Context: an optimization exercise on an open-source flow, tuned for small area. The choices shown serve that exercise and are no tape-out recipe.
Function was checked by simulation only, so behaviour that the tests miss may differ from the original.
Power is estimated from default activity; no workload was simulated.

==> flow/constraint.sdc <==
create_clock -name core_clock -period 60.0 [get_ports {clk}]
set_input_delay 12.0000 -clock core_clock [delete_from_list [all_inputs] [get_ports {clk}]]
set_output_delay 12.0000 -clock core_clock [all_outputs]
set_load 0.01 [all_outputs]
==> flow/flow/regs.py <==
#!/usr/bin/env python3
"""List the flip-flop instances of a mapped netlist: cell type (without drive) and name."""
import re, sys
txt = open(sys.argv[1]).read()
regs = []
for m in re.finditer(r'^\s*(sky130_fd_sc_hd__\w+)\s+(\S+)\s*\(', txt, re.M):
    cell, name = m.groups()
    if re.match(r'sky130_fd_sc_hd__(s?e?df|dl|sdl)', cell):
        regs.append(re.sub(r'_\d+$', '', cell) + ' ' + name)
if not regs:
    sys.exit(1)
print('\n'.join(sorted(regs)))
==> flow/standard.sh <==
#!/bin/bash
# synth_recipe.tcl (not shown) runs the flow's synth.tcl, then flattens the netlist and writes it again
# the make line also repeats each setting of config.mk as NAME=value (left out here)
make -C /OpenROAD-flow-scripts/flow DESIGN_CONFIG=/design/flow/config.mk WORK_HOME=/design/flow/orfs CLKGATE_MAP_FILE= SYNTH_SCRIPT=/design/flow/synth_recipe.tcl "${@:-finish}"
==> flow/config.mk <==
export PLATFORM = sky130hd
export DESIGN_NAME = ws_core
export DESIGN_NICKNAME = ws_core
export VERILOG_FILES = /design/flow/design.v
export SDC_FILE = /design/flow/constraint.sdc
export NUM_CORES = 4
export LEC_CHECK = 0
export ABC_AREA = 1
export CAP_MARGIN = 10
export CORE_MARGIN = 2
export CORE_UTILIZATION = 50
export PLACE_DENSITY = 0.6
export SLEW_MARGIN = 10
export SYNTH_MEMORY_MAX_BITS = 65536
==> flow/flow/better.script <==
strash
&get -n
&deepsyn -T 40
&put
&get -n
&dch -f
&nf -R 1000
&put
==> flow/flow/run.sh <==
#!/bin/bash
# Own layout flow: the standard flow, with
#  - the combinational logic of the synthesis mapped again by ABC with an
#    area-oriented script (flow/better.script) and without the full-adder
#    extraction; the registers are those of the standard synthesis (the flow
#    checks their names and cell types and falls back to the standard
#    netlist if they differ);
#  - smaller port buffers and a clock tree of smaller buffers.
# Every tool's output goes to a log file of its own in this folder.
set -uo pipefail
W=$(pwd)
RES=$W/orfs/results/${FLOW_PLATFORM}/ws_core/base
LOGS=$W/logs_own
mkdir -p $LOGS

# 1. standard synthesis
bash standard.sh synth > $LOGS/1_standard_synth.log 2>&1 || exit 1

# 2. the same synthesis with another ABC script, in a work folder of its own
sed "s|log_cmd abc {\*}\$abc_args|log_cmd abc {*}[lreplace \$abc_args 1 1 $W/flow/better.script]|" \
    $FLOW_HOME/scripts/synth.tcl > $W/flow_synth_orfs.tcl
sed "s|source \$::env(SCRIPTS_DIR)/synth.tcl|source $W/flow_synth_orfs.tcl|" \
    $W/synth_recipe.tcl > $W/flow_synth.tcl
SYN=$W/orfs_own
make -C $FLOW_HOME DESIGN_CONFIG=$W/config.mk WORK_HOME=$SYN CLKGATE_MAP_FILE= \
    SYNTH_SCRIPT=$W/flow_synth.tcl ADDER_MAP_FILE= \
    $SYN/results/${FLOW_PLATFORM}/ws_core/base/1_2_yosys.v > $LOGS/2_own_synth.log 2>&1
OWN=$SYN/results/${FLOW_PLATFORM}/ws_core/base/1_2_yosys.v

# 3. keep it only if its registers are the standard synthesis's
regs() { python3 $W/flow/regs.py "$1"; }
if [[ -s $OWN ]] && regs $RES/1_2_yosys.v > $LOGS/regs_std.txt && regs $OWN > $LOGS/regs_own.txt \
   && cmp -s $LOGS/regs_std.txt $LOGS/regs_own.txt; then
    echo "own synthesis kept" > $LOGS/3_choice.log
    cp $OWN $RES/1_2_yosys.v
    rm -f $RES/1_synth.odb $RES/1_synth.sdc
else
    echo "standard synthesis kept" > $LOGS/3_choice.log
fi

# 4. the rest of the standard flow
bash standard.sh \
    "BUFFER_PORTS_ARGS=-buffer_cell sky130_fd_sc_hd__buf_1" \
    "CTS_ARGS=-sink_clustering_enable -repair_clock_nets -buf_list sky130_fd_sc_hd__clkbuf_16 -dont_use_dummy_load -sink_clustering_size 30 -sink_clustering_max_diameter 80" \
    finish > $LOGS/4_standard_finish.log 2>&1 || exit 1
==> flow/design.v <==
module ws_core (
    input  wire        clk,
    input  wire        rst,           
    input  wire        cmd_valid,
    input  wire [7:0]  cmd,
    output wire        cmd_ready,
    output wire [7:0]  status,
    output wire [31:0] t_out,
    output wire [31:0] h_out,
    output wire [31:0] p_out,
    output wire        bus_req,
    output wire        bus_we,
    output wire [7:0]  bus_addr,
    output wire [3:0]  bus_len,
    output wire [7:0]  bus_wdata,
    input  wire        bus_ack,
    input  wire        bus_fail,
    input  wire [63:0] bus_rdata
);
    localparam [4:0] O_IDLE = 5'd0, O_LD = 5'd1, O_ADD = 5'd2, O_SUB = 5'd3,
                     O_MUL = 5'd16, O_SRA = 5'd18, O_SRL = 5'd19, O_SHL = 5'd20,
                     O_ST = 5'd4, O_DIV = 5'd17, O_MVA = 5'd5, O_LDMB = 5'd6,
                     O_SKN = 5'd8, O_SKP = 5'd9, O_SKNZ = 5'd10, O_JMP = 5'd7,
                     O_BW = 5'd24, O_BR = 5'd25, O_BRAW = 5'd26, O_INS = 5'd11,
                     O_ENDI = 5'd12, O_ENDG = 5'd13, O_BRL = 5'd27;
    localparam [2:0] S_N = 3'd0, S_W = 3'd1, S_C = 3'd2, S_K = 3'd3,
                     S_R16 = 3'd4, S_R8 = 3'd5, S_RNL = 3'd6, S_RNH = 3'd7;
    reg  [7:0]  pc;
    reg         ph;
    reg  [4:0]  cnt;
    reg  [31:0] acc, ma, mb;
    reg         acc32;               
    reg  [31:0] w0, w1, w2, w3;      
    reg  [1:0]  wph;                 
    reg  [255:0] cr;                 
    reg  [3:0]  cph;                 
    reg         lc, rvalid, esticky;
    reg  [1:0]  err;
    wire busy = (pc != 8'd0);
    assign cmd_ready = !busy;
    assign status    = {2'b00, err, esticky, rvalid, lc, busy};
    assign t_out = acc;
    assign h_out = mb;
    assign p_out = ma;
    wire [15:0] rom_word;
    assign rom_word[0] = (pc == 8'd1) | (pc == 8'd5) | (pc == 8'd7) | (pc == 8'd8) | (pc == 8'd10) | (pc == 8'd11) | (pc == 8'd12) | (pc == 8'd15) | (pc == 8'd16) | (pc == 8'd19) | (pc == 8'd20) | (pc == 8'd21) | (pc == 8'd22) | (pc == 8'd23) | (pc == 8'd24) | (pc == 8'd30) | (pc == 8'd35) | (pc == 8'd36) | (pc == 8'd40) | (pc == 8'd43) | (pc == 8'd46) | (pc == 8'd47) | (pc == 8'd48) | (pc == 8'd52) | (pc == 8'd54) | (pc == 8'd55) | (pc == 8'd58) | (pc == 8'd60) | (pc == 8'd63) | (pc == 8'd64) | (pc == 8'd65) | (pc == 8'd66) | (pc == 8'd67) | (pc == 8'd70) | (pc == 8'd71) | (pc == 8'd73) | (pc == 8'd78) | (pc == 8'd80) | (pc == 8'd84) | (pc == 8'd85) | (pc == 8'd86) | (pc == 8'd87) | (pc == 8'd88) | (pc == 8'd89) | (pc == 8'd90) | (pc == 8'd92) | (pc == 8'd93) | (pc == 8'd94) | (pc == 8'd98) | (pc == 8'd102) | (pc == 8'd103) | (pc == 8'd105) | (pc == 8'd106) | (pc == 8'd108) | (pc == 8'd109) | (pc == 8'd110) | (pc == 8'd112) | (pc == 8'd114) | (pc == 8'd115) | (pc == 8'd116) | (pc == 8'd117) | (pc == 8'd118) | (pc == 8'd120) | (pc == 8'd123) | (pc == 8'd125) | (pc == 8'd130) | (pc == 8'd132) | (pc == 8'd136) | (pc == 8'd137) | (pc == 8'd139) | (pc == 8'd140) | (pc == 8'd141) | (pc == 8'd142) | (pc == 8'd143) | (pc == 8'd144) | (pc == 8'd146) | (pc == 8'd147) | (pc == 8'd149) | (pc == 8'd150) | (pc == 8'd153) | (pc == 8'd154) | (pc == 8'd160) | (pc == 8'd161) | (pc == 8'd162) | (pc == 8'd165) | (pc == 8'd169) | (pc == 8'd170) | (pc == 8'd171) | (pc == 8'd172) | (pc == 8'd173) | (pc == 8'd175) | (pc == 8'd179) | (pc == 8'd180) | (pc == 8'd181) | (pc == 8'd185) | (pc == 8'd189);
    assign rom_word[1] = (pc == 8'd3) | (pc == 8'd7) | (pc == 8'd10) | (pc == 8'd11) | (pc == 8'd17) | (pc == 8'd23) | (pc == 8'd24) | (pc == 8'd27) | (pc == 8'd30) | (pc == 8'd35) | (pc == 8'd36) | (pc == 8'd38) | (pc == 8'd39) | (pc == 8'd40) | (pc == 8'd48) | (pc == 8'd50) | (pc == 8'd52) | (pc == 8'd53) | (pc == 8'd54) | (pc == 8'd58) | (pc == 8'd59) | (pc == 8'd60) | (pc == 8'd63) | (pc == 8'd64) | (pc == 8'd72) | (pc == 8'd73) | (pc == 8'd76) | (pc == 8'd77) | (pc == 8'd78) | (pc == 8'd79) | (pc == 8'd80) | (pc == 8'd83) | (pc == 8'd87) | (pc == 8'd88) | (pc == 8'd92) | (pc == 8'd94) | (pc == 8'd100) | (pc == 8'd105) | (pc == 8'd107) | (pc == 8'd108) | (pc == 8'd109) | (pc == 8'd112) | (pc == 8'd114) | (pc == 8'd116) | (pc == 8'd117) | (pc == 8'd118) | (pc == 8'd119) | (pc == 8'd120) | (pc == 8'd121) | (pc == 8'd123) | (pc == 8'd125) | (pc == 8'd126) | (pc == 8'd129) | (pc == 8'd130) | (pc == 8'd131) | (pc == 8'd132) | (pc == 8'd133) | (pc == 8'd134) | (pc == 8'd136) | (pc == 8'd138) | (pc == 8'd139) | (pc == 8'd140) | (pc == 8'd141) | (pc == 8'd144) | (pc == 8'd146) | (pc == 8'd149) | (pc == 8'd150) | (pc == 8'd151) | (pc == 8'd152) | (pc == 8'd153) | (pc == 8'd158) | (pc == 8'd160) | (pc == 8'd161) | (pc == 8'd162) | (pc == 8'd164) | (pc == 8'd168) | (pc == 8'd170) | (pc == 8'd171) | (pc == 8'd172) | (pc == 8'd173) | (pc == 8'd175) | (pc == 8'd176) | (pc == 8'd177) | (pc == 8'd178) | (pc == 8'd179) | (pc == 8'd180) | (pc == 8'd183) | (pc == 8'd187) | (pc == 8'd189);
    assign rom_word[2] = (pc == 8'd1) | (pc == 8'd2) | (pc == 8'd13) | (pc == 8'd15) | (pc == 8'd17) | (pc == 8'd21) | (pc == 8'd24) | (pc == 8'd29) | (pc == 8'd30) | (pc == 8'd32) | (pc == 8'd34) | (pc == 8'd37) | (pc == 8'd38) | (pc == 8'd42) | (pc == 8'd44) | (pc == 8'd45) | (pc == 8'd46) | (pc == 8'd47) | (pc == 8'd51) | (pc == 8'd71) | (pc == 8'd77) | (pc == 8'd79) | (pc == 8'd82) | (pc == 8'd91) | (pc == 8'd95) | (pc == 8'd105) | (pc == 8'd106) | (pc == 8'd107) | (pc == 8'd110) | (pc == 8'd111) | (pc == 8'd114) | (pc == 8'd115) | (pc == 8'd117) | (pc == 8'd119) | (pc == 8'd124) | (pc == 8'd127) | (pc == 8'd128) | (pc == 8'd133) | (pc == 8'd136) | (pc == 8'd137) | (pc == 8'd138) | (pc == 8'd143) | (pc == 8'd146) | (pc == 8'd147) | (pc == 8'd149) | (pc == 8'd151) | (pc == 8'd153) | (pc == 8'd160) | (pc == 8'd169) | (pc == 8'd173) | (pc == 8'd174) | (pc == 8'd177) | (pc == 8'd178) | (pc == 8'd181) | (pc == 8'd182) | (pc == 8'd187) | (pc == 8'd189);
    assign rom_word[3] = (pc == 8'd6) | (pc == 8'd18) | (pc == 8'd25) | (pc == 8'd51) | (pc == 8'd53) | (pc == 8'd89) | (pc == 8'd91) | (pc == 8'd98) | (pc == 8'd100) | (pc == 8'd102) | (pc == 8'd105) | (pc == 8'd107) | (pc == 8'd111) | (pc == 8'd114) | (pc == 8'd116) | (pc == 8'd117) | (pc == 8'd119) | (pc == 8'd121) | (pc == 8'd130) | (pc == 8'd136) | (pc == 8'd138) | (pc == 8'd142) | (pc == 8'd143) | (pc == 8'd146) | (pc == 8'd148) | (pc == 8'd149) | (pc == 8'd151) | (pc == 8'd160) | (pc == 8'd166) | (pc == 8'd169) | (pc == 8'd173) | (pc == 8'd177) | (pc == 8'd178) | (pc == 8'd181) | (pc == 8'd182) | (pc == 8'd187) | (pc == 8'd190);
    assign rom_word[4] = (pc == 8'd1) | (pc == 8'd2) | (pc == 8'd3) | (pc == 8'd6) | (pc == 8'd18) | (pc == 8'd25) | (pc == 8'd29) | (pc == 8'd30) | (pc == 8'd32) | (pc == 8'd33) | (pc == 8'd34) | (pc == 8'd37) | (pc == 8'd39) | (pc == 8'd42) | (pc == 8'd43) | (pc == 8'd44) | (pc == 8'd45) | (pc == 8'd47) | (pc == 8'd51) | (pc == 8'd52) | (pc == 8'd53) | (pc == 8'd56) | (pc == 8'd57) | (pc == 8'd59) | (pc == 8'd66) | (pc == 8'd71) | (pc == 8'd77) | (pc == 8'd79) | (pc == 8'd83) | (pc == 8'd86) | (pc == 8'd89) | (pc == 8'd90) | (pc == 8'd91) | (pc == 8'd95) | (pc == 8'd105) | (pc == 8'd107) | (pc == 8'd110) | (pc == 8'd114) | (pc == 8'd117) | (pc == 8'd119) | (pc == 8'd122) | (pc == 8'd124) | (pc == 8'd127) | (pc == 8'd128) | (pc == 8'd136) | (pc == 8'd138) | (pc == 8'd141) | (pc == 8'd143) | (pc == 8'd146) | (pc == 8'd149) | (pc == 8'd153) | (pc == 8'd154) | (pc == 8'd160) | (pc == 8'd169) | (pc == 8'd172) | (pc == 8'd174) | (pc == 8'd177) | (pc == 8'd179) | (pc == 8'd182) | (pc == 8'd187) | (pc == 8'd190);
    assign rom_word[5] = (pc == 8'd1) | (pc == 8'd2) | (pc == 8'd3) | (pc == 8'd5) | (pc == 8'd8) | (pc == 8'd10) | (pc == 8'd13) | (pc == 8'd15) | (pc == 8'd17) | (pc == 8'd21) | (pc == 8'd24) | (pc == 8'd29) | (pc == 8'd30) | (pc == 8'd50) | (pc == 8'd63) | (pc == 8'd70) | (pc == 8'd90);
    assign rom_word[6] = (pc == 8'd1) | (pc == 8'd2) | (pc == 8'd3) | (pc == 8'd8) | (pc == 8'd10) | (pc == 8'd13) | (pc == 8'd15) | (pc == 8'd17) | (pc == 8'd21) | (pc == 8'd24) | (pc == 8'd29) | (pc == 8'd30) | (pc == 8'd52) | (pc == 8'd63) | (pc == 8'd76);
    assign rom_word[7] = (pc == 8'd1) | (pc == 8'd2) | (pc == 8'd3) | (pc == 8'd5) | (pc == 8'd8) | (pc == 8'd10) | (pc == 8'd13) | (pc == 8'd15) | (pc == 8'd17) | (pc == 8'd21) | (pc == 8'd24) | (pc == 8'd29) | (pc == 8'd30);
    assign rom_word[8] = (pc == 8'd5) | (pc == 8'd10) | (pc == 8'd11) | (pc == 8'd13) | (pc == 8'd17) | (pc == 8'd19) | (pc == 8'd21) | (pc == 8'd22) | (pc == 8'd24) | (pc == 8'd26) | (pc == 8'd31) | (pc == 8'd36) | (pc == 8'd41) | (pc == 8'd48) | (pc == 8'd55) | (pc == 8'd58) | (pc == 8'd61) | (pc == 8'd62) | (pc == 8'd64) | (pc == 8'd65) | (pc == 8'd68) | (pc == 8'd69) | (pc == 8'd72) | (pc == 8'd74) | (pc == 8'd75) | (pc == 8'd78) | (pc == 8'd80) | (pc == 8'd82) | (pc == 8'd84) | (pc == 8'd88) | (pc == 8'd93) | (pc == 8'd94) | (pc == 8'd98) | (pc == 8'd100) | (pc == 8'd102) | (pc == 8'd104) | (pc == 8'd106) | (pc == 8'd109) | (pc == 8'd113) | (pc == 8'd115) | (pc == 8'd118) | (pc == 8'd123) | (pc == 8'd126) | (pc == 8'd130) | (pc == 8'd131) | (pc == 8'd132) | (pc == 8'd133) | (pc == 8'd135) | (pc == 8'd137) | (pc == 8'd140) | (pc == 8'd145) | (pc == 8'd147) | (pc == 8'd150) | (pc == 8'd152) | (pc == 8'd158) | (pc == 8'd162) | (pc == 8'd164) | (pc == 8'd166) | (pc == 8'd171) | (pc == 8'd176) | (pc == 8'd180) | (pc == 8'd183) | (pc == 8'd185) | (pc == 8'd186) | (pc == 8'd188) | (pc == 8'd189);
    assign rom_word[9] = (pc == 8'd15) | (pc == 8'd21) | (pc == 8'd34) | (pc == 8'd38) | (pc == 8'd44) | (pc == 8'd45) | (pc == 8'd46) | (pc == 8'd50) | (pc == 8'd52) | (pc == 8'd61) | (pc == 8'd63) | (pc == 8'd65) | (pc == 8'd69) | (pc == 8'd70) | (pc == 8'd72) | (pc == 8'd75) | (pc == 8'd76) | (pc == 8'd80) | (pc == 8'd81) | (pc == 8'd82) | (pc == 8'd90) | (pc == 8'd98) | (pc == 8'd100) | (pc == 8'd102) | (pc == 8'd106) | (pc == 8'd111) | (pc == 8'd115) | (pc == 8'd116) | (pc == 8'd121) | (pc == 8'd130) | (pc == 8'd133) | (pc == 8'd137) | (pc == 8'd142) | (pc == 8'd147) | (pc == 8'd148) | (pc == 8'd152) | (pc == 8'd153) | (pc == 8'd166) | (pc == 8'd173) | (pc == 8'd178) | (pc == 8'd181) | (pc == 8'd189);
    assign rom_word[10] = (pc == 8'd5) | (pc == 8'd8) | (pc == 8'd10) | (pc == 8'd13) | (pc == 8'd15) | (pc == 8'd17) | (pc == 8'd21) | (pc == 8'd24);
    assign rom_word[11] = (pc == 8'd4) | (pc == 8'd5) | (pc == 8'd8) | (pc == 8'd9) | (pc == 8'd10) | (pc == 8'd12) | (pc == 8'd13) | (pc == 8'd15) | (pc == 8'd17) | (pc == 8'd21) | (pc == 8'd23) | (pc == 8'd24) | (pc == 8'd27) | (pc == 8'd31) | (pc == 8'd33) | (pc == 8'd34) | (pc == 8'd41) | (pc == 8'd43) | (pc == 8'd44) | (pc == 8'd45) | (pc == 8'd50) | (pc == 8'd55) | (pc == 8'd57) | (pc == 8'd58) | (pc == 8'd61) | (pc == 8'd62) | (pc == 8'd68) | (pc == 8'd69) | (pc == 8'd74) | (pc == 8'd75) | (pc == 8'd93) | (pc == 8'd94) | (pc == 8'd96) | (pc == 8'd97) | (pc == 8'd98) | (pc == 8'd100) | (pc == 8'd101) | (pc == 8'd104) | (pc == 8'd106) | (pc == 8'd113) | (pc == 8'd115) | (pc == 8'd121) | (pc == 8'd126) | (pc == 8'd128) | (pc == 8'd130) | (pc == 8'd131) | (pc == 8'd132) | (pc == 8'd135) | (pc == 8'd137) | (pc == 8'd145) | (pc == 8'd147) | (pc == 8'd156) | (pc == 8'd157) | (pc == 8'd158) | (pc == 8'd163) | (pc == 8'd164) | (pc == 8'd165) | (pc == 8'd169) | (pc == 8'd172) | (pc == 8'd176) | (pc == 8'd177) | (pc == 8'd184) | (pc == 8'd186) | (pc == 8'd191);
    assign rom_word[12] = (pc == 8'd4) | (pc == 8'd9) | (pc == 8'd11) | (pc == 8'd12) | (pc == 8'd19) | (pc == 8'd22) | (pc == 8'd23) | (pc == 8'd26) | (pc == 8'd27) | (pc == 8'd30) | (pc == 8'd33) | (pc == 8'd34) | (pc == 8'd37) | (pc == 8'd39) | (pc == 8'd43) | (pc == 8'd44) | (pc == 8'd45) | (pc == 8'd47) | (pc == 8'd48) | (pc == 8'd52) | (pc == 8'd57) | (pc == 8'd58) | (pc == 8'd62) | (pc == 8'd64) | (pc == 8'd65) | (pc == 8'd66) | (pc == 8'd69) | (pc == 8'd71) | (pc == 8'd72) | (pc == 8'd75) | (pc == 8'd77) | (pc == 8'd79) | (pc == 8'd80) | (pc == 8'd82) | (pc == 8'd83) | (pc == 8'd86) | (pc == 8'd89) | (pc == 8'd91) | (pc == 8'd94) | (pc == 8'd95) | (pc == 8'd98) | (pc == 8'd102) | (pc == 8'd105) | (pc == 8'd106) | (pc == 8'd107) | (pc == 8'd110) | (pc == 8'd114) | (pc == 8'd115) | (pc == 8'd118) | (pc == 8'd119) | (pc == 8'd123) | (pc == 8'd124) | (pc == 8'd128) | (pc == 8'd131) | (pc == 8'd132) | (pc == 8'd136) | (pc == 8'd137) | (pc == 8'd138) | (pc == 8'd141) | (pc == 8'd143) | (pc == 8'd146) | (pc == 8'd147) | (pc == 8'd149) | (pc == 8'd150) | (pc == 8'd151) | (pc == 8'd152) | (pc == 8'd154) | (pc == 8'd155) | (pc == 8'd156) | (pc == 8'd162) | (pc == 8'd165) | (pc == 8'd166) | (pc == 8'd169) | (pc == 8'd172) | (pc == 8'd174) | (pc == 8'd177) | (pc == 8'd179) | (pc == 8'd180) | (pc == 8'd181) | (pc == 8'd182) | (pc == 8'd183) | (pc == 8'd185) | (pc == 8'd188) | (pc == 8'd189) | (pc == 8'd190);
    assign rom_word[13] = (pc == 8'd6) | (pc == 8'd7) | (pc == 8'd14) | (pc == 8'd16) | (pc == 8'd18) | (pc == 8'd20) | (pc == 8'd25) | (pc == 8'd28) | (pc == 8'd32) | (pc == 8'd35) | (pc == 8'd40) | (pc == 8'd42) | (pc == 8'd49) | (pc == 8'd51) | (pc == 8'd53) | (pc == 8'd54) | (pc == 8'd56) | (pc == 8'd59) | (pc == 8'd60) | (pc == 8'd67) | (pc == 8'd73) | (pc == 8'd85) | (pc == 8'd87) | (pc == 8'd92) | (pc == 8'd103) | (pc == 8'd108) | (pc == 8'd112) | (pc == 8'd117) | (pc == 8'd120) | (pc == 8'd122) | (pc == 8'd125) | (pc == 8'd127) | (pc == 8'd129) | (pc == 8'd134) | (pc == 8'd139) | (pc == 8'd144) | (pc == 8'd156) | (pc == 8'd157) | (pc == 8'd160) | (pc == 8'd161) | (pc == 8'd162) | (pc == 8'd168) | (pc == 8'd170) | (pc == 8'd175) | (pc == 8'd184) | (pc == 8'd185) | (pc == 8'd187) | (pc == 8'd191);
    assign rom_word[14] = (pc == 8'd1) | (pc == 8'd2) | (pc == 8'd3) | (pc == 8'd4) | (pc == 8'd5) | (pc == 8'd8) | (pc == 8'd9) | (pc == 8'd10) | (pc == 8'd12) | (pc == 8'd13) | (pc == 8'd15) | (pc == 8'd17) | (pc == 8'd21) | (pc == 8'd23) | (pc == 8'd24) | (pc == 8'd27) | (pc == 8'd28) | (pc == 8'd29) | (pc == 8'd30) | (pc == 8'd96) | (pc == 8'd99) | (pc == 8'd101) | (pc == 8'd155) | (pc == 8'd159) | (pc == 8'd191);
    assign rom_word[15] = (pc == 8'd1) | (pc == 8'd2) | (pc == 8'd3) | (pc == 8'd4) | (pc == 8'd5) | (pc == 8'd6) | (pc == 8'd8) | (pc == 8'd10) | (pc == 8'd13) | (pc == 8'd15) | (pc == 8'd17) | (pc == 8'd18) | (pc == 8'd21) | (pc == 8'd24) | (pc == 8'd25) | (pc == 8'd29) | (pc == 8'd30) | (pc == 8'd32) | (pc == 8'd33) | (pc == 8'd36) | (pc == 8'd37) | (pc == 8'd38) | (pc == 8'd39) | (pc == 8'd42) | (pc == 8'd43) | (pc == 8'd46) | (pc == 8'd47) | (pc == 8'd51) | (pc == 8'd53) | (pc == 8'd56) | (pc == 8'd57) | (pc == 8'd59) | (pc == 8'd63) | (pc == 8'd66) | (pc == 8'd70) | (pc == 8'd71) | (pc == 8'd76) | (pc == 8'd77) | (pc == 8'd78) | (pc == 8'd79) | (pc == 8'd81) | (pc == 8'd83) | (pc == 8'd84) | (pc == 8'd86) | (pc == 8'd88) | (pc == 8'd89) | (pc == 8'd90) | (pc == 8'd91) | (pc == 8'd95) | (pc == 8'd105) | (pc == 8'd107) | (pc == 8'd109) | (pc == 8'd110) | (pc == 8'd111) | (pc == 8'd114) | (pc == 8'd116) | (pc == 8'd117) | (pc == 8'd119) | (pc == 8'd122) | (pc == 8'd124) | (pc == 8'd127) | (pc == 8'd128) | (pc == 8'd133) | (pc == 8'd136) | (pc == 8'd138) | (pc == 8'd140) | (pc == 8'd141) | (pc == 8'd142) | (pc == 8'd143) | (pc == 8'd146) | (pc == 8'd148) | (pc == 8'd149) | (pc == 8'd151) | (pc == 8'd153) | (pc == 8'd154) | (pc == 8'd160) | (pc == 8'd163) | (pc == 8'd165) | (pc == 8'd167) | (pc == 8'd169) | (pc == 8'd171) | (pc == 8'd172) | (pc == 8'd173) | (pc == 8'd174) | (pc == 8'd177) | (pc == 8'd178) | (pc == 8'd179) | (pc == 8'd182) | (pc == 8'd187) | (pc == 8'd190);
    wire [4:0] op;
    wire [2:0] sk;
    wire [7:0] arg;
    assign {op, sk, arg} = rom_word;
    wire is_brl = (op == O_BRL) && !ph;      
    assign bus_req   = (op == O_BW) || (op == O_BR) || (op == O_BRAW) || is_brl;
    assign bus_we    = (op == O_BW);
    assign bus_addr  = is_brl ? {3'b100, cnt[3:0], 1'b0} : arg;
    assign bus_len   = (op == O_BRAW) ? 4'd8 : (is_brl || sk == S_R16) ? 4'd2 : 4'd1;
    wire a00 = (arg[1:0] == 2'b00);
    assign bus_wdata = {2'b00, a00, arg[1:0] == 2'b01, 1'b0, a00, 1'b0,
                        arg[1:0] == 2'b10 || (a00 && lc)};
    wire slot_ok  = (cph == arg[3:0]);
    wire wslot_ok = (wph == arg[1:0]);
    wire [15:0] cw = cr[255:240];
    wire        step = ph && ((op == O_MUL) || (op == O_DIV));
    reg  [31:0] xk, xc, x;
    always @(*) begin
        case (arg[3:0])
            4'd0: xk = 32'd76800;
            4'd1: xk = 32'd16384;
            4'd2: xk = 32'd32768;
            4'd3: xk = 32'd2097152;
            4'd4: xk = 32'd8192;
            4'd5: xk = 32'd64000;
            4'd6: xk = 32'd3125;
            4'd7: xk = 32'd128;
            4'd8: xk = 32'd1;
            4'd9: xk = 32'd102401;
            4'd10: xk = 32'd102400;
            4'd11: xk = 32'd1048576;
            default: xk = 32'd0;
        endcase
        case (arg[6:4])
            3'd0: xc = {{16{cw[15]}}, cw};
            3'd1: xc = {16'd0, cw};
            3'd2: xc = {24'd0, cw[7:0]};
            3'd3: xc = {24'd0, cw[15:8]};
            3'd4: xc = {{24{cw[15]}}, cw[15:8]};
            3'd5: xc = {28'd0, cw[3:0]};
            default: xc = {20'd0, cw[15:4]};
        endcase
        if (step)
            x = (op == O_DIV || mb[31]) ? ma : 32'd0;
        else if (is_brl)
            x = {16'd0, bus_rdata[15:0]};
        else case (sk)
            S_W:   x = wslot_ok ? w0 : 32'd0;
            S_C:   x = slot_ok ? xc : 32'd0;
            S_K:   x = xk;
            S_R16: x = {16'd0, bus_rdata[15:0]};
            S_R8:  x = {24'd0, bus_rdata[7:0]};
            S_RNL: x = {28'd0, bus_rdata[3:0]};
            S_RNH: x = {24'd0, bus_rdata[7:4], 4'd0};
            default: x = 32'd0;
        endcase
    end
    wire ready    = (sk == S_C) ? slot_ok : (sk == S_W) ? wslot_ok : 1'b1;
    wire        is_div = (op == O_DIV);
    wire        shl_a  = step || (ph && op == O_SHL);
    wire        shr_a  = ph && ((op == O_SRA) || (op == O_SRL));
    wire        zero_a = (op == O_LD) || (op == O_BR) || is_brl || (is_div && !ph);
    wire        inv    = (op == O_SUB) || (step && is_div && !acc32);
    wire [31:0] a_in   = zero_a ? 32'd0 :
                         shl_a  ? {acc[30:0], is_div & mb[31]} :
                         shr_a  ? {(op == O_SRA) & acc[31], acc[31:1]} : acc;
    wire [32:0] sum    = {1'b0, a_in} + {1'b0, x ^ {32{inv}}} + {32'd0, inv};
    wire        rsign  = acc[31] ^ inv ^ sum[32];      
    wire st_now  = busy && (op == O_ST) && wslot_ok;
    wire capture = busy && (op == O_BRAW) && bus_ack;
    always @(posedge clk) begin
        wph <= (rst || capture) ? 2'd0 : wph + 2'd1;
        w3  <= st_now ? acc : w0;
        if (capture) begin
            w0 <= {w1[31:20], bus_rdata[31:24], bus_rdata[39:32], bus_rdata[47:44]};
            w1 <= {w2[31:16], bus_rdata[55:48], bus_rdata[63:56]};
            w2 <= {w3[31:20], bus_rdata[7:0], bus_rdata[15:8], bus_rdata[23:20]};
        end else begin
            w0 <= w1;
            w1 <= w2;
            w2 <= w3;
        end
    end
    wire lslot_ok = (cph == cnt[3:0]);
    wire ins_now  = busy && ((op == O_INS && slot_ok) || (op == O_BRL && ph && lslot_ok));
    always @(posedge clk) begin
        cr  <= {cr[239:0], ins_now ? acc[15:0] : cw};
        cph <= rst ? 4'd0 : cph + 4'd1;
    end
    always @(posedge clk)
        acc <= sum[31:0];
    wire       skip    = ((op == O_SKN) && acc[31]) || ((op == O_SKP) && !acc[31]) ||
                         ((op == O_SKNZ) && (acc != 32'd0));
    wire [7:0] pc_next = pc + {6'd0, skip, !skip};
    wire        last = (cnt == 5'd31);
    always @(posedge clk) begin
        if (rst) begin
            pc      <= 8'd0;
            ph      <= 1'b0;
            lc      <= 1'b0;
            rvalid  <= 1'b0;
            esticky <= 1'b0;
            err     <= 2'd0;
        end else if (!busy) begin
            ph  <= 1'b0;
            cnt <= 5'd4;
            if (cmd_valid) begin
                if (cmd == 8'h01 && !lc) begin
                    pc <= 8'd1;
                end else if (cmd == 8'h02 && lc) begin
                    pc     <= 8'd29;
                    rvalid <= 1'b0;
                end else if (cmd == 8'h01 || cmd == 8'h02) begin
                    err     <= 2'd2;
                    esticky <= 1'b1;
                end else begin
                    err     <= 2'd1;
                    esticky <= 1'b1;
                end
            end
        end else begin
            case (op)
                O_LD, O_ADD, O_SUB: if (ready) pc <= pc_next;
                O_MUL, O_DIV, O_SRA, O_SRL, O_SHL: begin
                    if (!ph) begin
                        if (ready) begin
                            if (op == O_MUL) begin
                                ma <= acc;
                                if (sk != S_N) mb <= x;
                            end
                            if (is_div) acc32 <= 1'b0;
                            cnt <= (op == O_MUL || is_div) ? 5'd0 : arg[4:0];
                            ph  <= 1'b1;
                        end
                    end else begin
                        if (step) mb <= {mb[30:0], !rsign};
                        acc32 <= rsign;
                        cnt <= cnt + 5'd1;
                        if (last) begin
                            ph <= 1'b0;
                            pc <= pc_next;
                        end
                    end
                end
                O_ST: if (wslot_ok) pc <= pc_next;
                O_MVA:  begin ma <= acc; pc <= pc_next; end
                O_LDMB: if (ready) begin mb <= x; pc <= pc_next; end
                O_SKN, O_SKP, O_SKNZ: pc <= pc_next;
                O_JMP:  pc <= 8'd184;
                O_INS:  if (slot_ok) pc <= pc_next;
                O_BRL: if (ph) begin
                    if (lslot_ok) begin
                        cnt <= cnt + 5'd1;
                        ph  <= 1'b0;
                        if (cnt[3:0] == 4'd15) pc <= pc_next;
                    end
                end else if (bus_ack) begin
                    if (bus_fail) begin
                        err     <= 2'd3;
                        esticky <= 1'b1;
                        pc      <= 8'd0;
                    end else
                        ph <= 1'b1;
                end
                O_BW, O_BR, O_BRAW: if (bus_req && bus_ack) begin
                    if (bus_fail) begin
                        err     <= 2'd3;
                        esticky <= 1'b1;
                        pc      <= 8'd0;
                    end else begin
                        pc <= pc_next;
                    end
                end
                O_ENDI: begin
                    lc  <= 1'b1;
                    err <= 2'd0;
                    pc  <= 8'd0;
                end
                O_ENDG: begin
                    rvalid <= 1'b1;
                    err    <= 2'd0;
                    pc     <= 8'd0;
                end
                default: pc <= 8'd0;
            endcase
        end
    end
endmodule
==> summary.txt, run 1 <==
total power 0.970 mW; H-tree Lvls 1; core area 0.0357 mm2; clk root buf clkbuf_16; Power Dens Cells 47.8 mW/mm2; Post-Syn Area per Cell 11.0 um2; mapped cell area 0.0182 mm2; antenna violations before repair 1; Max-Cap Viols 0; initial DRC count 1718; PostCTS Resize Cnt 0; Crit path largest cell delay 0.50 ns; Worst VDD drop 0.0500 mV; drt wl/cell 27.5 um; Std-Cell Rows 69; # diodes 0; grt ovf 0; number of I/O pins 204; die height 195 um; Worst setup EP type flip-flop; FMAX 44.8 MHz; chip width 195 um; via count 14.8k; synth warn 1; outcome no timing/DRC/antenna violations; nets 1976; setup tns final 0 ns; M1 GR Usage 45.2%; Clk pin slew, worst setup/hold paths 0.11 ns; Clock Path Buffers 3; met2 usage 54.0%; Period minus WS final 22.31 ns; Min Hold Slack 0.278 ns; WL final 64.7 mm; clock skew 0.103 ns; fin. max-slew vios 0; hold_buf cts 0; P_leak 7.66 nW; Slew HR 21.9%; Final HPWL DP 46.5 mm; Final ANT Viol Nets 0; die area 0.0379 mm2; CP most frequent cell maj3_1; Crit-path slowest cell o221ai_1; Starting Density 50.9%; WP data arrival 22.64 ns; Tightest Hold Check Type flip-flop to flip-flop; Tcrit/Tclk final 37.2%; Post-Layout Cell Count 2358; internal power 0.603 mW; logic gate share of total power 33.9%; share of power burned in registers 48.6%; GRT Total Usage 33.6%; CTS sink count 506; largest net degree at the start of global routing 63; Pre-antenna DRT Iters 7; Critical Setup Path Class input port to flip-flop; Final Hold Viols 0; Skew-Pair Late Insertion Delay 0.59 ns; CTS buffer count 24; unrepaired setup endpoints after global routing no; worst-margin pin slew 1.17 ns; Placed Cells incl. Taps 2334; Post-Synthesis Cells 1658; GPL Wtd Cong 0.978; switch share 37.9%; share of post-route cells with drive strength above 1 3.74%; number of global-route vias before repair 14.4k; Final setup viols 0; startpoint types input port; Post-CTS Setup Repair Bufs 0; Area Overhead vs Synth 11.7%; count of input and output buffers 188; switching power 0.368 mW; global routing usage on met3 5.90%; vias per inst 6.29; first-pass GRT wire length 94.8 mm; Residual DRC 0; global routing's busiest layer met2; Worst Path Max Fanout 3; TritonCTS clock tree done; Critical Path RT 60.33 ns; clock share of power 17.5%
cell type report:
cell class / count / area (um2)
Fill cell: 3045 / 15400
Sequential cell: 506 / 10800
Multi-Input combinational cell: 1120 / 7230
Timing Repair Buffer: 222 / 961
Clock buffer: 24 / 601
Tap cell: 461 / 577
Inverter: 25 / 93.8
routing by layer:
| layer | part of all wire, % | routed length [um] | vias to the layer above |
|---|---|---|---|
| met2 | 45 | 29300 | 890 |
| met1 | 41 | 26600 | 7219 |
| met4 | 4.6 | 2960 | 0 |
| met5 | 0 | 0 | - |
| met3 | 9.1 | 5910 | 185 |
| li1 | - | - | 6546 |
placed cells by master (no fill, tap or decap), types with 22 or more instances in the layout:
cell type  count
dfxtp_1      436
buf_1        188
nor2_1       163
nand2_1      138
mux2_1       107
a21oi_1      106
edfxtp_1      70
xnor2_1       67
o21ai_0       62
a221oi_1      41
nand3_1       40
xor2_1        35
buf_4         34
nor3_1        31
nor4_1        27
clkinv_1      25
clkbuf_16     24
o22ai_1       23
a22oi_1       22
worst max-delay path, delay by kind of cell:
family                     cells  cell delay, ns
buffers and inverters          2            0.21
adders and majority gates     13            4.57
muxes                          1            0.41
and+or+nand+nor                9            1.18
AOI/OAI and AO/OA             19            4.25
stage by stage:
step | worst slack, ns | cell area, um2 | utilization, %
after floorplan | 38.72 | 18200 | -
after global placement | 37.45 | 19700 | 55.2
after detailed placement | 37.22 | 19700 | 55.2
after CTS | 37.84 | 20300 | 56.9
after global routing | 37.10 | 20300 | 56.9
final | 37.69 | 20300 | 56.9
path summary, 6_finish.rpt:
| kind | start | end | slack [ns] | depth (start not counted) |
|---|---|---|---|---|
| min | cr[230]$_DFF_P_ | cr[246]$_DFF_P_ | 0.28 | 0 |
| max reg2reg | pc[2]$_SDFFE_PP0P_ | mb[0]$_DFFE_PP_ | 42.90 | 55 |
| min reg2reg | cr[230]$_DFF_P_ | cr[246]$_DFF_P_ | 0.28 | 0 |
| max | bus_rdata[0] | mb[0]$_DFFE_PP_ | 37.69 | 44 |
flip-flops by register name (all words and copies together) (netlist names), 5 cells and up:
| name | cells |
|---|---|
| w0 | 32 |
| cnt | 5 |
| w2 | 32 |
| cr | 256 |
| w3 | 32 |
| mb | 32 |
| ma | 32 |
| pc | 8 |
| w1 | 32 |
| acc | 32 |
power by group through the flow:
stage	combinational (mW)	sequential [mW]	clock, mW
floorplan	0.208	0.457	0
global placement	0.311	0.474	0
detailed placement	0.319	0.477	0
CTS	0.322	0.470	0.172
global route	0.352	0.477	0.183
finish	0.329	0.472	0.170
==> inputs of run 2 (changes only) <==
==> flow/flow/better.script (replaced) <==
strash
&get -n
&deepsyn -T 120
&put
&get -n
&dch -f
&nf -R 1000
&put
==> run 2 against run 1 <==
Compared with the run above: register-to-register slack lost 2.7 ns; die area down 1.0%; combinational power increased by 14%; clock skew decreased by 0.037 ns; largest cell class unchanged; largest power group unchanged; highest routed layer is now met5.
==> summary.txt, run 2 <==
Tcrit/Tclk final 40.4% (was 37.2%); Tightest Hold Check Type flip-flop to flip-flop (unchanged); Post-CTS Setup Repair Bufs 0 (unchanged); Worst VDD drop 0.0384 mV (was 0.0500 mV); initial DRC count 1471 (was 1718); first-pass GRT wire length 96.8 mm (was 94.8 mm); count of input and output buffers 188 (unchanged); worst-margin pin slew 1.17 ns (about the same); Starting Density 50.7% (was 50.9%); WP data arrival 24.50 ns (was 22.64 ns); Worst setup EP type flip-flop (unchanged); hold_buf cts 0 (unchanged); # fillers 2937 (was 3045); Max-Cap Viols 0 (unchanged); largest net degree at the start of global routing 59 (was 63); P_leak 7.59 nW (was 7.66 nW); clk root buf clkbuf_16 (unchanged); Std-Cell Rows 69 (unchanged); via count 14.7k (was 14.8k); grt ovf 0 (unchanged); Slew HR 21.8% (was 21.9%); number of I/O pins 204 (unchanged); Area Overhead vs Synth 12.1% (was 11.7%); CP startpoint bus_rdata[0] (unchanged); GPL Wtd Cong 1.04 (was 0.978); nets 1929 (was 1976); Crit-path slowest cell o32ai_1 (was o221ai_1); register area 0.0108 mm2 (unchanged); Post-Syn Area per Cell 11.2 um2 (was 11.0 um2); worst reg2reg path depth 62 (was 55); reg-to-reg critical path endpoint acc32$_SDFFCE_PN0P_ (was mb[0]$_DFFE_PP_); WL final 66.4 mm (was 64.7 mm); synth warn 1 (unchanged); die area 0.0375 mm2 (was 0.0379 mm2); Most flops, register cr (unchanged); CTS sink count 506 (unchanged); Crit path max-delay family adder cells (unchanged); unrepaired setup endpoints after global routing no (unchanged); Skew-Pair Late Insertion Delay 0.57 ns (was 0.59 ns); outcome no timing/DRC/antenna violations (unchanged); Final HPWL DP 47.5 mm (was 46.5 mm); Levels on crit path 44 (unchanged); WP buf/inv 1 (was 2); Residual DRC 0 (unchanged); CP most frequent cell maj3_1 (unchanged); vias per inst 6.35 (was 6.29); Final setup viols 0 (unchanged); Clk pin slew, worst setup/hold paths 0.10 ns (was 0.11 ns); Placed Cells incl. Taps 2287 (was 2334); Final Hold Viols 0 (unchanged); Largest register FFs 256 (unchanged); core area 0.0355 mm2 (was 0.0357 mm2); number of global-route vias before repair 14.5k (was 14.4k); Post-Synthesis Cells 1604 (was 1658); CTS buffer count 24 (unchanged); startpoint types input port (unchanged); Period minus WS final 24.26 ns (was 22.31 ns); crit path capture acc32$_SDFFCE_PN0P_ (was mb[0]$_DFFE_PP_); setup tns final 0 ns (unchanged); fin. max-slew vios 0 (unchanged); die height 194 um (was 195 um); Clock Path Buffers 3 (unchanged); commonest non-fill, non-tap cells in the layout 436 x dfxtp_1, 188 x buf_1, 136 x nor2_1 (was 436 x dfxtp_1, 188 x buf_1, 163 x nor2_1); chip width 194 um (was 195 um); drt wl/cell 28.7 um (was 27.5 um); Crit path largest cell delay 0.49 ns (was 0.50 ns); commonest non-fill, non-tap cell in the layout dfxtp_1 (unchanged); PostCTS Resize Cnt 0 (unchanged); share of post-route cells with drive strength above 1 4.22% (was 3.74%); H-tree Lvls 1 (unchanged); area of the multi-input gates 0.00703 mm2 (was 0.00723 mm2); R2R Setup Slk 40.22 ns (was 42.90 ns); antenna violations before repair 1 (unchanged); worst r2r src pc[0]$_SDFFE_PP0P_ (was pc[2]$_SDFFE_PP0P_); GRT Total Usage 34.3% (was 33.6%); Final ANT Viol Nets 0 (unchanged); FMAX 41.2 MHz (was 44.8 MHz); clock skew 0.0665 ns (was 0.103 ns); Critical Path RT 60.24 ns (was 60.33 ns); Post-Layout Cell Count 2312 (was 2358); Pre-antenna DRT Iters 9 (was 7); Critical Setup Path Class input port to flip-flop (unchanged); Worst Path Max Fanout 3 (unchanged); TritonCTS clock tree done (unchanged); mapped cell area 0.0180 mm2 (was 0.0182 mm2); Power Dens Cells 51.1 mW/mm2 (was 47.8 mW/mm2)
-- run 2: cell types whose count changed in the layout (fill, tap and decap cells not counted), moves of 9 or more --
| cell | delta |
|---|---|
| xor2_1 | +9 |
| a221oi_1 | -18 |
| nor2_1 | -27 |
| a222oi_1 | +17 |
| nand2_1 | -10 |
| a21oi_1 | -12 |
-- run 2: how the worst min path moves through the flow --
stage                            endpoint  slack, ns  cells after the start            start
after floorplan           cr[100]$_DFF_P_       0.31                      0   cr[84]$_DFF_P_
after global placement     w1[18]$_DFF_P_       0.31                      0   w2[18]$_DFF_P_
after detailed placement  cr[202]$_DFF_P_       0.31                      0  cr[186]$_DFF_P_
after CTS                  w1[29]$_DFF_P_       0.30                      0   w2[29]$_DFF_P_
after global routing      cr[234]$_DFF_P_       0.30                      0  cr[218]$_DFF_P_
final                      w1[29]$_DFF_P_       0.30                      0   w2[29]$_DFF_P_
-- run 2: layout make-up --
| class | count | share of cell area, % |
|---|---|---|
| multi-input combinational | 1065 | 34.9 |
| clock buffer | 24 | 2.98 |
| inverter | 26 | 0.484 |
| tap | 461 | 2.86 |
| timing repair buffer | 229 | 5.03 |
| antenna | 1 | 0.0124 |
| sequential | 506 | 53.7 |
-- run 2: report_power, final --
group,leakage (nW),internal (mW),switching [mW]
logic,3.11,0.127,0.250
clock network,0.296,0.0715,0.0987
registers,4.18,0.427,0.0568
-- run 2: metrics by stage --
stage	total power, mW	setup slack [ns]	instance area, um2	utilization [%]	hold WS (ns)
3_5_place_dp	0.850	35.49	19600	55.1	0.312
4_1_cts	1.02	36.00	20200	56.8	0.303
5_1_grt	1.07	35.35	20200	56.8	0.304
2_1_floorplan	0.698	36.85	18000	-	0.310
6_report	1.03	35.74	20200	56.8	0.298
3_3_place_gp	0.842	35.74	19600	55.1	0.310
-- run 2: metal layers --
layer | wire length (um) | GRT usage, % | vias to the layer above
met5 | 17 | 0 | -
met4 | 4080 | 18.5 | 2
met3 | 5500 | 5.25 | 237
met2 | 31100 | 56.4 | 898
met1 | 25700 | 43.7 | 7183
li1 | - | - | 6363
==> inputs of run 3 (changes only) <==
--- a/flow/flow/run.sh
+++ b/flow/flow/run.sh
@@ -42,4 +42,4 @@
 bash standard.sh \
     "BUFFER_PORTS_ARGS=-buffer_cell sky130_fd_sc_hd__buf_1" \
-    "CTS_ARGS=-sink_clustering_enable -repair_clock_nets -buf_list sky130_fd_sc_hd__clkbuf_16 -dont_use_dummy_load -sink_clustering_size 30 -sink_clustering_max_diameter 80" \
+    "CTS_ARGS=-sink_clustering_enable -repair_clock_nets -buf_list sky130_fd_sc_hd__clkbuf_8 -dont_use_dummy_load -sink_clustering_size 20 -sink_clustering_max_diameter 60" \
     finish > $LOGS/4_standard_finish.log 2>&1 || exit 1
==> flow/flow/better.script (replaced) <==
strash
&get -n
&deepsyn -T 40
&put
&get -n
&dch -f
&nf -R 1000
&put
==> run 3 against run 2 <==
Compared with the run above: still clean on timing, DRC and antenna; area after synthesis increased by 1.1%; first-iteration DRC count increased by 17%; cell count increased by 2.5%; worst hold slack got worse by 0.012 ns; worst setup slack improved by 2.0 ns; wire length decreased by 3.4%; clock skew decreased by 0.017 ns; flip-flop and latch count unchanged; synthesized cell count increased by 3.4%; largest cell class unchanged.
==> summary.txt, run 3 <==
FMAX 44.9 MHz (was 41.2 MHz); die area 0.0379 mm2 (was 0.0375 mm2); Tightest Hold Check Type flip-flop to flip-flop (unchanged); R2R Setup Slk 42.91 ns (was 40.22 ns); Min Hold Slack 0.286 ns (was 0.298 ns); worst r2r src pc[2]$_SDFFE_PP0P_ (was pc[0]$_SDFFE_PP0P_); area of the multi-input gates 0.00723 mm2 (was 0.00703 mm2); Crit path max-delay family adder cells (unchanged); fin. max-slew vios 0 (unchanged); initial DRC count 1728 (was 1471); Worst Hold Endpoint cr[246]$_DFF_P_ (was w1[29]$_DFF_P_); Critical Setup Path Class input port to flip-flop (unchanged); mapped cell area 0.0182 mm2 (was 0.0180 mm2); hold_buf cts 0 (unchanged); Worst Hold Depth 0 (unchanged); CTS sink count 506 (unchanged); PostCTS Resize Cnt 0 (unchanged); TritonCTS clock tree done (unchanged); Final ANT Viol Nets 0 (unchanged); Most flops, register cr (unchanged); Starting Density 50.9% (was 50.7%); Clk pin slew, worst setup/hold paths 0.11 ns (was 0.10 ns); unrepaired setup endpoints after global routing no (unchanged); Area Overhead vs Synth 11.1% (was 12.1%); drt wl/cell 27.1 um (was 28.7 um); core area 0.0357 mm2 (was 0.0355 mm2); Crit-path slowest cell o221ai_1 (was o32ai_1); clk root buf clkbuf_8 (was clkbuf_16); die height 195 um (was 194 um); clock skew 0.0498 ns (was 0.0665 ns); switch share 38.6% (was 39.3%); worst reg2reg path depth 55 (was 62); Largest register FFs 256 (unchanged); commonest non-fill, non-tap cell in the layout dfxtp_1 (unchanged); worst-margin pin slew 1.17 ns (about the same); vias per inst 6.25 (was 6.35); largest net degree at the start of global routing 63 (was 59); Worst setup EP type flip-flop (unchanged); fin worst setup slack 37.74 ns (was 35.74 ns); reg-to-reg critical path endpoint mb[0]$_DFFE_PP_ (was acc32$_SDFFCE_PN0P_); number of I/O pins 204 (unchanged); Pre-antenna DRT Iters 7 (was 9); grt ovf 0 (unchanged); Power Dens Cells 47.1 mW/mm2 (was 51.1 mW/mm2); share of post-route cells with drive strength above 1 4.30% (was 4.22%); antenna violations before repair 1 (unchanged); Final HPWL DP 46.5 mm (was 47.5 mm); switching power 0.367 mW (was 0.405 mW); synth warn 1 (unchanged); Clock Path Buffers 3 (unchanged); count of input and output buffers 188 (unchanged); logic gate share of total power 34.5% (was 36.5%); Post-Syn Area per Cell 11.0 um2 (was 11.2 um2); Residual DRC 0 (unchanged); Period minus WS final 22.26 ns (was 24.26 ns); Skew-Pair Late Insertion Delay 0.62 ns (was 0.57 ns); Tcrit/Tclk final 37.1% (was 40.4%); clock share of power 16.0% (was 16.5%); outcome no timing/DRC/antenna violations (unchanged); # fillers 3064 (was 2937); startpoint types input port (unchanged); # diodes 0 (was 1); chip width 195 um (was 194 um); Final Hold Viols 0 (unchanged); Std-Cell Rows 69 (unchanged); H-tree Lvls 2 (was 1); WP data arrival 22.61 ns (was 24.50 ns); GRT Total Usage 33.4% (was 34.3%); Crit path largest cell delay 0.47 ns (was 0.49 ns); register area 0.0108 mm2 (unchanged); Post-CTS Setup Repair Bufs 0 (unchanged); Post-Synthesis Cells 1658 (was 1604); Final setup viols 0 (unchanged); first-pass GRT wire length 93.9 mm (was 96.8 mm); GPL Wtd Cong 0.978 (was 1.04); Slew HR 22.0% (was 21.8%); hold_sp cr[230]$_DFF_P_ (was w2[29]$_DFF_P_); WL final 64.1 mm (was 66.4 mm); number of global-route vias before repair 14.5k (about the same); internal power 0.584 mW (was 0.625 mW); P_leak 7.62 nW (was 7.59 nW); Worst VDD drop 0.0306 mV (was 0.0384 mV); Critical Path RT 60.35 ns (was 60.24 ns); setup tns final 0 ns (unchanged); commonest non-fill, non-tap cells in the layout 436 x dfxtp_1, 188 x buf_1, 163 x nor2_1 (was 436 x dfxtp_1, 188 x buf_1, 136 x nor2_1); nets 1987 (was 1929); via count 14.8k (was 14.7k); CTS buffer count 35 (was 24); DP Worst Slack 37.22 ns (was 35.49 ns); WP buf/inv 2 (was 1); share of power burned in registers 49.5% (was 46.9%); Max-Cap Viols 0 (unchanged); CP most frequent cell maj3_1 (unchanged); post-layout util 56.6% (was 56.8%); Worst Path Max Fanout 3 (unchanged)
## run 3: cell types whose count changed in the layout (fill, tap and decap cells not counted), sizes merged, moves of 7 or more
cell    delta
a21oi     +11
a221oi    +18
a222oi    -17
a31oi      +7
buf        -7
clkbuf    +11
nand2     +11
nor2      +26
or4        +7
xor2       -9
## run 3: how the worst max path moves through the flow
stage	start	endpoint	slack (ns)	cells after the start
floorplan	bus_rdata[0]	mb[0]$_DFFE_PP_	38.72	43
global placement	bus_rdata[0]	mb[0]$_DFFE_PP_	37.45	44
detailed placement	bus_rdata[0]	mb[0]$_DFFE_PP_	37.22	44
CTS	bus_rdata[0]	mb[0]$_DFFE_PP_	37.87	44
global route	bus_rdata[0]	mb[0]$_DFFE_PP_	37.14	44
finish	bus_rdata[0]	mb[0]$_DFFE_PP_	37.74	44
## run 3: per-stage QoR
stage	total power, mW	instance area (um2)	std cells
2_1_floorplan	0.664	18200	1664
3_3_place_gp	0.785	19700	2334
3_5_place_dp	0.796	19700	2334
4_1_cts	0.945	20200	2369
5_1_grt	0.994	20200	2369
6_report	0.951	20200	2369
## run 3: cell type report
class / count / share of cell area [%]
Multi-Input combinational cell: 1120 / 35.8
Sequential cell: 506 / 53.7
Clock buffer: 35 / 2.39
Tap cell: 461 / 2.86
Inverter: 25 / 0.465
Timing Repair Buffer: 222 / 4.76
## run 3: power groups by stage
stage          Sequential (mW)  Clock (mW)  Combinational [mW]
2_1_floorplan            0.457           0               0.208
3_5_place_dp             0.477           0               0.319
3_3_place_gp             0.474           0               0.311
6_report                 0.471       0.152               0.328
5_1_grt                  0.477       0.166               0.351
4_1_cts                  0.470       0.154               0.321
## run 3: per-layer routing
metal  vias to the layer above  part of all wire (%)  track usage (%)
li1                       6558                     -                -
met1                      7170                    41             44.7
met2                       895                    44             51.7
met3                       180                   9.9             7.13
met4                         0                   4.9             16.0
met5                         -                     0                0
==> inputs of run 4 (changes only) <==
==> flow/flow/better.script (replaced) <==
strash
&get -n
&deepsyn -T 120
&put
&get -n
&dch -f
&nf -R 1000
&put
==> run 4 against run 3 <==
Compared with the run above: critical path depth unchanged; flip-flop and latch count did not move; clock skew up 0.038 ns; via count is 1.8% lower; first-iteration DRC count is 11% lower; combinational power rose by 14%; synthesized cell count decreased by 3.3%; worst setup slack lost 1.9 ns; clock power barely moved; non-clock buffer count rose by 7; sequential share of layout area increased by 0.43 points; critical path type unchanged.
==> summary.txt, run 4 <==
GRT Total Usage 34.0% (was 33.4%); reg-to-reg critical path endpoint acc32$_SDFFCE_PN0P_ (was mb[0]$_DFFE_PP_); commonest non-fill, non-tap cells in the layout 436 x dfxtp_1, 188 x buf_1, 136 x nor2_1 (was 436 x dfxtp_1, 188 x buf_1, 163 x nor2_1); Min Hold Slack 0.296 ns (was 0.286 ns); Worst Hold Depth 0 (unchanged); Worst Path Max Fanout 3 (unchanged); share of post-route cells with drive strength above 1 4.73% (was 4.30%); Clock Path Buffers 3 (unchanged); Worst VDD drop 0.0378 mV (was 0.0306 mV); Final HPWL DP 47.5 mm (was 46.5 mm); FMAX 41.3 MHz (was 44.9 MHz); first-pass GRT wire length 95.1 mm (was 93.9 mm); commonest non-fill, non-tap cell in the layout dfxtp_1 (unchanged); Final ANT Viol Nets 0 (unchanged); Final Hold Viols 0 (unchanged); Starting Density 50.7% (was 50.9%); vias per inst 6.27 (was 6.25); Clk pin slew, worst setup/hold paths 0.11 ns (about the same); CTS sink count 506 (unchanged); Residual DRC 0 (unchanged); Worst Hold Endpoint w1[29]$_DFF_P_ (was cr[246]$_DFF_P_); Max-Cap Viols 0 (unchanged); Critical Setup Path Class input port to flip-flop (unchanged); outcome no timing/DRC/antenna violations (unchanged); worst r2r src pc[0]$_SDFFE_PP0P_ (was pc[2]$_SDFFE_PP0P_); hold_buf cts 0 (unchanged); worst-margin pin slew 1.17 ns (about the same); number of global-route vias before repair 14.3k (was 14.5k); Largest register FFs 256 (unchanged); Crit path largest cell delay 0.48 ns (was 0.47 ns); TritonCTS clock tree done (unchanged); grt ovf 0 (unchanged); H-tree Lvls 2 (unchanged); Tcrit/Tclk final 40.3% (was 37.1%); count of input and output buffers 188 (unchanged); Post-Layout Cell Count 2321 (was 2369); Period minus WS final 24.19 ns (was 22.26 ns); Placed Cells incl. Taps 2287 (was 2334); die height 194 um (was 195 um); Post-Syn Area per Cell 11.2 um2 (was 11.0 um2); antenna violations before repair 1 (unchanged); placed cell areas 0.0196 mm2 (was 0.0197 mm2); logic gate share of total power 37.2% (was 34.5%); fin. max-slew vios 0 (unchanged); clock share of power 14.8% (was 16.0%); via count 14.5k (was 14.8k); CP most frequent cell maj3_1 (unchanged); core area 0.0355 mm2 (was 0.0357 mm2); startpoint types input port (unchanged); worst reg2reg path depth 62 (was 55); setup tns final 0 ns (unchanged); PostCTS Resize Cnt 0 (unchanged); CTS buffer count 34 (was 35); Crit-path slowest cell o32ai_1 (was o221ai_1); Final setup viols 0 (unchanged); Slew HR 21.5% (was 22.0%); hold_sp w2[29]$_DFF_P_ (was cr[230]$_DFF_P_); Most flops, register cr (unchanged); switch share 39.8% (was 38.6%); Area Overhead vs Synth 11.4% (was 11.1%); Power Dens Cells 50.2 mW/mm2 (was 47.1 mW/mm2); internal power 0.605 mW (was 0.584 mW); Std-Cell Rows 69 (unchanged); drt wl/cell 28.2 um (was 27.1 um); P_leak 7.54 nW (was 7.62 nW); total power 1.01 mW (was 0.951 mW); chip width 194 um (was 195 um); R2R Setup Slk 40.30 ns (was 42.91 ns); largest net degree at the start of global routing 59 (was 63); initial DRC count 1541 (was 1728); Tightest Hold Check Type flip-flop to flip-flop (unchanged); nets 1939 (was 1987); Worst setup EP type flip-flop (unchanged); Post-Synthesis Cells 1604 (was 1658); Pre-antenna DRT Iters 10 (was 7); Skew-Pair Late Insertion Delay 0.62 ns (about the same); Crit path max-delay family adder cells (unchanged); Post-CTS Setup Repair Bufs 0 (unchanged); clk root buf clkbuf_8 (unchanged); Critical Path RT 60.28 ns (was 60.35 ns); die area 0.0375 mm2 (was 0.0379 mm2); WP data arrival 24.47 ns (was 22.61 ns); # diodes 0 (unchanged); WP buf/inv 1 (was 2); share of power burned in registers 48.0% (was 49.5%); synth warn 1 (unchanged); # fillers 2999 (was 3064); GPL Wtd Cong 1.04 (was 0.978); mapped cell area 0.0180 mm2 (was 0.0182 mm2); unrepaired setup endpoints after global routing no (unchanged); switching power 0.401 mW (was 0.367 mW); number of I/O pins 204 (unchanged); clock skew 0.0879 ns (was 0.0498 ns); WL final 65.4 mm (was 64.1 mm); area of all placed cells without fillers 0.0200 mm2 (was 0.0202 mm2)
## run 4: how the worst max path moves through the flow
| stage | startpoint | to | slack, ns | depth (start not counted) |
|---|---|---|---|---|
| 2_1_floorplan | bus_rdata[0] | mb[0]$_DFFE_PP_ | 36.85 | 43 |
| 3_3_place_gp | bus_rdata[0] | acc32$_SDFFCE_PN0P_ | 35.74 | 44 |
| 3_5_place_dp | bus_rdata[0] | acc32$_SDFFCE_PN0P_ | 35.49 | 44 |
| 4_1_cts | bus_rdata[0] | acc32$_SDFFCE_PN0P_ | 36.04 | 44 |
| 5_1_grt | bus_rdata[0] | acc32$_SDFFCE_PN0P_ | 35.45 | 44 |
| 6_report | bus_rdata[0] | acc32$_SDFFCE_PN0P_ | 35.81 | 44 |
## run 4: cell type report
type | count | area, um2 | area share (%)
Clock buffer | 34 | 468 | 2.34
Inverter | 26 | 97.6 | 0.488
Multi-Input combinational cell | 1065 | 7030 | 35.1
Sequential cell | 506 | 10800 | 54.1
Tap cell | 461 | 577 | 2.88
Timing Repair Buffer | 229 | 1010 | 5.06
## run 4: through the flow
step | worst slack, ns | util, %
after floorplan | 36.85 | -
after global placement | 35.74 | 55.1
after detailed placement | 35.49 | 55.1
after CTS | 36.04 | 56.4
after global routing | 35.45 | 56.4
final | 35.81 | 56.4
## run 4: power by group through the flow
stage                     combinational (mW)  sequential, mW  clock (mW)
final                                  0.374           0.483       0.149
after global routing                   0.398           0.489       0.162
after CTS                              0.366           0.481       0.152
after detailed placement               0.363           0.488           0
after global placement                 0.358           0.484           0
after floorplan                        0.226           0.472           0
## run 4: metal layers
| metal | part of all wire (%) | vias to the layer above | global-route usage, % |
|---|---|---|---|
| li1 | - | 6372 | - |
| met1 | 40 | 7107 | 43.7 |
| met2 | 47 | 847 | 55.4 |
| met3 | 7.5 | 214 | 5.56 |
| met4 | 6.0 | 2 | 17.9 |
| met5 | 0.014 | - | 0 |
==> inputs of run 5 (changes only) <==
--- a/flow/flow/run.sh
+++ b/flow/flow/run.sh
@@ -42,4 +42,4 @@
 bash standard.sh \
     "BUFFER_PORTS_ARGS=-buffer_cell sky130_fd_sc_hd__buf_1" \
-    "CTS_ARGS=-sink_clustering_enable -repair_clock_nets -buf_list sky130_fd_sc_hd__clkbuf_8 -dont_use_dummy_load -sink_clustering_size 20 -sink_clustering_max_diameter 60" \
+    "CTS_ARGS=-sink_clustering_enable -repair_clock_nets -buf_list sky130_fd_sc_hd__clkbuf_8 -dont_use_dummy_load -sink_clustering_size 16 -sink_clustering_max_diameter 50" \
     finish > $LOGS/4_standard_finish.log 2>&1 || exit 1
==> run 5 against run 4 <==
Compared with the run above: still clean on timing, DRC and antenna; cell area rose by 0.43%; cell count grew 0.30%; clock-buffer cell count grew 6; critical endpoint is now mb[0]$_DFFE_PP_.
==> summary.txt, run 5 <==
outcome no timing/DRC/antenna violations (unchanged); FMAX 41.4 MHz (was 41.3 MHz); grt ovf 0 (unchanged); CP most frequent cell maj3_1 (unchanged); number of I/O pins 204 (unchanged); hold_buf cts 0 (unchanged); Largest register FFs 256 (unchanged); first-pass GRT wire length 94.8 mm (was 95.1 mm); Max-Cap Viols 0 (unchanged); core area 0.0355 mm2 (unchanged); Std-Cell Rows 69 (unchanged); WP data arrival 24.62 ns (was 24.47 ns); die area 0.0375 mm2 (unchanged); setup tns final 0 ns (unchanged); die height 194 um (unchanged); clock share of power 15.7% (was 14.8%); initial DRC count 1437 (was 1541); Final setup viols 0 (unchanged); Worst Hold Endpoint cr[167]$_DFF_P_ (was w1[29]$_DFF_P_); worst reg2reg path depth 62 (unchanged); register area 0.0108 mm2 (unchanged); CTS sink count 506 (unchanged); fin worst setup slack 35.82 ns (was 35.81 ns); drt wl/cell 28.0 um (was 28.2 um); startpoint types input port (unchanged); synth warn 1 (unchanged); Tightest Hold Check Type flip-flop to flip-flop (unchanged); Worst VDD drop 0.0400 mV (was 0.0378 mV); reg-to-reg critical path endpoint mb[0]$_DFFE_PP_ (was acc32$_SDFFCE_PN0P_); Post-Syn Area per Cell 11.2 um2 (unchanged); H-tree Lvls 2 (unchanged); worst r2r src pc[0]$_SDFFE_PP0P_ (unchanged); CTS buffer count 40 (was 34); Most flops, register cr (unchanged); Power Dens Cells 50.5 mW/mm2 (was 50.2 mW/mm2); worst-margin pin slew 1.13 ns (was 1.17 ns); Crit-path slowest cell o32ai_1 (unchanged); DP Worst Slack 35.49 ns (unchanged); switch share 39.6% (was 39.8%); Clk pin slew, worst setup/hold paths 0.10 ns (was 0.11 ns); Final HPWL DP 47.5 mm (unchanged); vias per inst 6.28 (was 6.27); Placed Cells incl. Taps 2287 (unchanged); Post-Layout Cell Count 2328 (was 2321); unrepaired setup endpoints after global routing no (unchanged); WL final 65.3 mm (was 65.4 mm); commonest non-fill, non-tap cells in the layout 436 x dfxtp_1, 188 x buf_1, 136 x nor2_1 (unchanged); Starting Density 50.7% (unchanged); nets 1945 (was 1939); clk root buf clkbuf_8 (unchanged); mapped cell area 0.0180 mm2 (unchanged); # fillers 2998 (was 2999); count of input and output buffers 188 (unchanged); area of the multi-input gates 0.00703 mm2 (unchanged); clock skew 0.0892 ns (was 0.0879 ns); Pre-antenna DRT Iters 7 (was 10); number of global-route vias before repair 14.4k (was 14.3k); GRT Total Usage 33.9% (was 34.0%); hold_sp cr[151]$_DFF_P_ (was w2[29]$_DFF_P_); switching power 0.402 mW (was 0.401 mW); Post-CTS Setup Repair Bufs 0 (unchanged); logic gate share of total power 36.8% (was 37.2%); GPL Wtd Cong 1.04 (unchanged); commonest non-fill, non-tap cell in the layout dfxtp_1 (unchanged); largest net degree at the start of global routing 59 (unchanged); Post-Synthesis Cells 1604 (unchanged); Worst Path Max Fanout 3 (unchanged); via count 14.6k (was 14.5k); PostCTS Resize Cnt 0 (unchanged); TritonCTS clock tree done (unchanged); share of post-route cells with drive strength above 1 5.04% (was 4.73%); chip width 194 um (unchanged); Skew-Pair Late Insertion Delay 0.62 ns (about the same); Area Overhead vs Synth 11.9% (was 11.4%); P_leak 7.58 nW (was 7.54 nW); Clock Path Buffers 3 (unchanged); Final Hold Viols 0 (unchanged); Worst setup EP type flip-flop (unchanged); fin. max-slew vios 0 (unchanged); internal power 0.613 mW (was 0.605 mW); Crit path largest cell delay 0.46 ns (was 0.48 ns); share of power burned in registers 47.5% (was 48.0%); Period minus WS final 24.18 ns (was 24.19 ns); Residual DRC 0 (unchanged); Final ANT Viol Nets 0 (unchanged); Critical Path RT 60.45 ns (was 60.28 ns); R2R Setup Slk 40.31 ns (was 40.30 ns); Worst Hold Depth 0 (unchanged); Critical Setup Path Class input port to flip-flop (unchanged); Tcrit/Tclk final 40.3% (about the same); antenna violations before repair 0 (was 1); Slew HR 24.1% (was 21.5%)
==> run 5: worst max-delay path by stage <==
| stage | end | from |
|---|---|---|
| after floorplan | mb[0]$_DFFE_PP_ | bus_rdata[0] |
| after global placement | acc32$_SDFFCE_PN0P_ | bus_rdata[0] |
| after detailed placement | acc32$_SDFFCE_PN0P_ | bus_rdata[0] |
| after CTS | acc32$_SDFFCE_PN0P_ | bus_rdata[0] |
| after global routing | acc32$_SDFFCE_PN0P_ | bus_rdata[0] |
| final | mb[0]$_DFFE_PP_ | bus_rdata[0] |
==> run 5: stage by stage <==
step,total power [mW],utilization (%),instance area (um2),hold slack (ns)
2_1_floorplan,0.698,-,18000,0.310
3_3_place_gp,0.842,55.1,19600,0.310
3_5_place_dp,0.850,55.1,19600,0.312
4_1_cts,1.01,56.6,20100,0.314
5_1_grt,1.06,56.6,20100,0.319
6_report,1.02,56.7,20100,0.319
==> run 5: layout make-up <==
cell class,count,area share [%]
tap,461,2.87
antenna,1,0.0124
timing repair buffer,229,5.04
clock buffer,40,2.74
multi-input combinational,1065,35.0
inverter,26,0.485
sequential,506,53.9
==> run 5: power groups by stage <==
| stage | Sequential (mW) | Clock, mW | Combinational, mW |
|---|---|---|---|
| 6_report | 0.483 | 0.159 | 0.374 |
| 5_1_grt | 0.489 | 0.173 | 0.398 |
| 4_1_cts | 0.481 | 0.162 | 0.366 |
| 3_5_place_dp | 0.488 | 0 | 0.363 |
| 3_3_place_gp | 0.484 | 0 | 0.358 |
| 2_1_floorplan | 0.472 | 0 | 0.226 |
==> run 5: worst max-delay path, delay by kind of cell <==
family / cells / cell delay, ns
buffers and inverters: 1 / 0.11
adders and majority gates: 18 / 7.20
muxes: 3 / 0.79
AOI/OAI and AO/OA: 11 / 2.72
xor gates and xnor gates: 1 / 0.31
and+or+nand+nor: 10 / 1.48
==> run 5: per-layer routing <==
metal / global-route usage, % / vias up / part of all wire, % / wire [um]
met1: 43.1 / 7175 / 40 / 25900
met4: 19.8 / 0 / 6.2 / 4060
met2: 54.5 / 838 / 47 / 30500
met3: 5.79 / 202 / 7.6 / 4930
met5: 0 / - / 0 / 0
li1: - / 6405 / - / -

[separate check: timing with driven ports]
The flow's constraints put no driver on any port. The routed layouts listed below were extracted and timed again, unchanged, in two steps.
Step 1 sets driving cells, clkbuf_16 on the clock port and buf_2 on the other inputs (assumed; they add their load-dependent delay and slew).
Step 2, shift: input delay + t, output delay - t, t = (earliest + latest rising clock arrival at the registers) / 2. This alone moves slack from input paths to output paths.
Slacks: no drivers / after step 1 / after step 2; pairs: no drivers / after step 1.
run	t (ns)	setup WS [ns]
run 1	0.596	37.695 / 37.723 / 37.128
run 2	0.595	35.741 / 35.769 / 35.174
run 3	0.644	37.737 / 37.761 / 37.117
run 4	0.628	35.813 / 35.837 / 35.209
run 5	0.627	35.824 / 35.847 / 35.220
After both steps setup and hold are still met in every run listed.
